Background: an optimization exercise with open tools, aiming at small area and a short achievable clock period. Do not read the settings as production practice.
In this exercise RTL edits were held to simulation tests only and were not proved equivalent to the original.

==> run D <==
==> flow/design.v (excerpt) <==
module infoled_core (
    input  wire        clk,
    input  wire        rst,
    input  wire [31:0] now_us,
    input  wire        cmd_valid,
    input  wire [18:0] cmd_word,
    input  wire [5:0]  sym_rd_addr,
    output wire        out_symbol_value,
    output wire [7:0]  out_brightness,
    output wire        out_flatten,
    output wire [7:0]  ri_brightness,
    output wire        ri_calib_active,
    output wire [3:0]  ri_calib_index,
    output wire        ri_frame_active,
    output wire [5:0]  ri_frame_index,
    output wire [1:0]  checksum,
    output wire [15:0] payload_q,
    output wire [31:0] epoch_q,
    output wire [4:0]  status,
    output wire        sym_rd_data,
    output wire        sym_rd_valid
);
    reg [15:0] payload;
    reg [1:0]  pattern;
    reg        en;
    reg [31:0] epoch;
    reg        err_busy;
    reg        err_illegal;
    wire [2:0]  op   = cmd_word[18:16];
    wire [15:0] data = cmd_word[15:0];
    always @(posedge clk) begin
        if (rst) begin
            payload     <= 16'h0000;
            pattern     <= 2'b00;
            en          <= 1'b0;
            epoch       <= 32'd0;
            err_busy    <= 1'b0;
            err_illegal <= 1'b0;
        end else if (cmd_valid) begin
            case (op)
                3'd0: ;
                3'd1: begin
  ...
export LEC_CHECK = 0
export ABC_AREA = 1
export CAP_MARGIN = 20
export CORE_MARGIN = 2
export CORE_UTILIZATION = 55
export SLEW_MARGIN = 20
export SYNTH_HIERARCHICAL = 1
export SYNTH_MINIMUM_KEEP_SIZE = 0
create_clock -name core_clock -period 200.0 [get_ports {clk}]
standard.sh (not shown) runs the stock make flow with config.mk's settings and CLKGATE_MAP_FILE= SYNTH_SCRIPT=/design/flow/synth_recipe.tcl, a recipe that flattens the netlist after the stock synthesis.
==> flow/flow/run.sh <==
#!/bin/bash
set -euo pipefail
export BUFFER_PORTS_ARGS="-buffer_cell sky130_fd_sc_hd__buf_1"
bash standard.sh finish > standard_flow.log 2>&1
==> inputs of run Y, as changes to run D <==
- CORE_UTILIZATION: 55 -> 70
- CTS_BUF_LIST: not set -> sky130_fd_sc_hd__clkbuf_8
- PLACE_DENSITY: not set -> 0.85
==> inputs of run Z, as changes to run D <==
- CTS_BUF_LIST: not set -> sky130_fd_sc_hd__clkbuf_8
==> qor summary <==
                                                             run Z        run Y        run D
Result of the run                         timing/DRC/antenna clean  timing/DRC/antenna clean  timing/DRC/antenna clean
Count of fill cells added during filler insertion             2105         1360         2095
Post-route worst setup slack                              90880 ps     90800 ps     90890 ps
Ratio of routed vias to standard cells                        5.33         5.65         5.33
Tmin final                                               109120 ps    109200 ps    109110 ps
Vias in the first global route                               10400        11100        10400
Starting utilization of the core area                        55.9%        71.0%        55.9%
Final net count                                               2057         2056         2057
R2R Setup Slk                                            197960 ps    198040 ps    197950 ps
Placed cell count                                             1943         1886         1943
Floorplan die area                                     24300 sq um  19200 sq um  24300 sq um
Detailed-routed wire length on met3                        1.39 mm      1.98 mm      1.39 mm
Cell area after layout                                 13500 sq um  13400 sq um  13500 sq um
Clock-cell share of area                                    0.836%       0.683%        1.25%
Buffer cell driving the clock tree root                   clkbuf_8     clkbuf_8    clkbuf_16
Layout-stage area growth over the synthesis result           6.40%        5.62%        6.84%
Transition time at the pin with the least slew margin       978 ps       963 ps       976 ps
Ratio of cells with drive above 1 in the final layout        4.92%        4.86%        4.92%
Placeable core area                                    22600 sq um  17800 sq um  22600 sq um
Met3 track demand over resource in global routing            2.83%        5.40%        2.92%

==> job 8680 <==
infoled_core again, from the RTL that the note above started with.
clock: 200.0 ns
lec_check: 0
abc_area: 1
cap_margin: 20
core_margin: 2
core_utilization: 70
cts_buf_list: sky130_fd_sc_hd__clkbuf_8
slew_margin: 20
synth_hierarchical: 1
synth_minimum_keep_size: 0
Scripts as last shown in full above: flow/flow/run.sh
==> inputs of job 2635, as changes to job 8680 <==
- GPL_TIMING_DRIVEN: default -> 1
==> inputs of job 5331, as changes to job 8680 <==
- CORE_UTILIZATION: 70 -> 80
==> flow_summary.ini <==
[run_status]
status = finished clean

[layout]
utilization = 0.750
design_area_sq_um = 13400
antenna_cells = 0
finalNetCount = 2055
synthToLayoutAreaGrowth_pct = 5.59

[routing]
wl_met2_um = 13600
post_drt_wl_per_cell_um = 15.6
first_pass_iters = 5

[die]
dieArea_sq_um = 19200
core-area_sq_um = 17800

[placed_design]
place_congestion = 0.982

[sta]
worst_slack_ps = 90790
tightest_slew_ps = 1000
holdWs_ps = 458
slew_headroom = 0.327
fmax_mhz = 9.16

[grt]
use_met3 = 0.0461
the above is filed under job 2635

==> flow_summary.ini <==
[run_status]
status = finished clean

[layout]
finalNetCount = 2056
synthToLayoutAreaGrowth_pct = 5.47
utilization = 0.872
antenna_cells = 1

[sta]
fmax_mhz = 9.09
holdWs_ps = 466
tightest_slew_ps = 1010

[grt]
use_met3 = 0.115

[routing]
wl_met2_um = 17100
post_drt_wl_per_cell_um = 19.1
first_pass_iters = 6

[placed_design]
place_congestion = 0.978

[die]
core-area_sq_um = 15300
dieArea_sq_um = 16900
the above is filed under job 5331

==> flow_summary.ini <==
[layout]
design_area_sq_um = 13400
synthToLayoutAreaGrowth_pct = 5.59

[sta]
worst_slack_ps = 90790
holdWs_ps = 458
tightest_slew_ps = 1000
slew_headroom = 0.327

[routing]
wl_met2_um = 13600
post_drt_wl_per_cell_um = 15.6

[placed_design]
place_congestion = 0.982

[run_status]
status = finished clean
the above is filed under job 8680

-- port drivers added, routing unchanged --
No port has a modelled driver above. Below, the same layouts with a new extraction and two added sets of constraints. Step 1, drivers: a clkbuf_16 drives clk and a buf_2 each remaining input, both assumed. Step 2 times the ports against the registers' clock, not the clock port: input delays grow and output delays shrink by t, the midpoint of the rising clock arrivals with the driver on. Three values: ideal, step 1, step 2; two values: the first two.
run | t, ns | slack for setup (ns) | worst hold slack (ns) | worst setup path after step 2 | latest minus earliest clock arrival (ns)
run D | 0.333 | 90.888 / 90.866 / 90.866 | 0.463 / 0.463 / 0.463 | input to output | 0.010 / 0.009
run Y | 0.359 | 90.797 / 90.766 / 90.766 | 0.470 / 0.470 / 0.470 | input to output | 0.018 / 0.018
run Z | 0.352 | 90.879 / 90.857 / 90.857 | 0.467 / 0.467 / 0.467 | input to output | 0.013 / 0.013
job 8680 | 0.355 | 90.794 / 90.774 / 90.774 | 0.458 / 0.458 / 0.458 | input to output | 0.010 / 0.009
job 2635 | 0.355 | 90.794 / 90.774 / 90.774 | 0.458 / 0.458 / 0.458 | input to output | 0.010 / 0.009
job 5331 | 0.351 | 89.950 / 89.930 / 89.930 | 0.466 / 0.466 / 0.466 | input to output | 0.006 / 0.006
After both steps setup and hold are still met in every run listed. For run Y, which loses most, drivers alone change the setup slack by -0.031 ns; drivers and shift together by -0.031 ns.
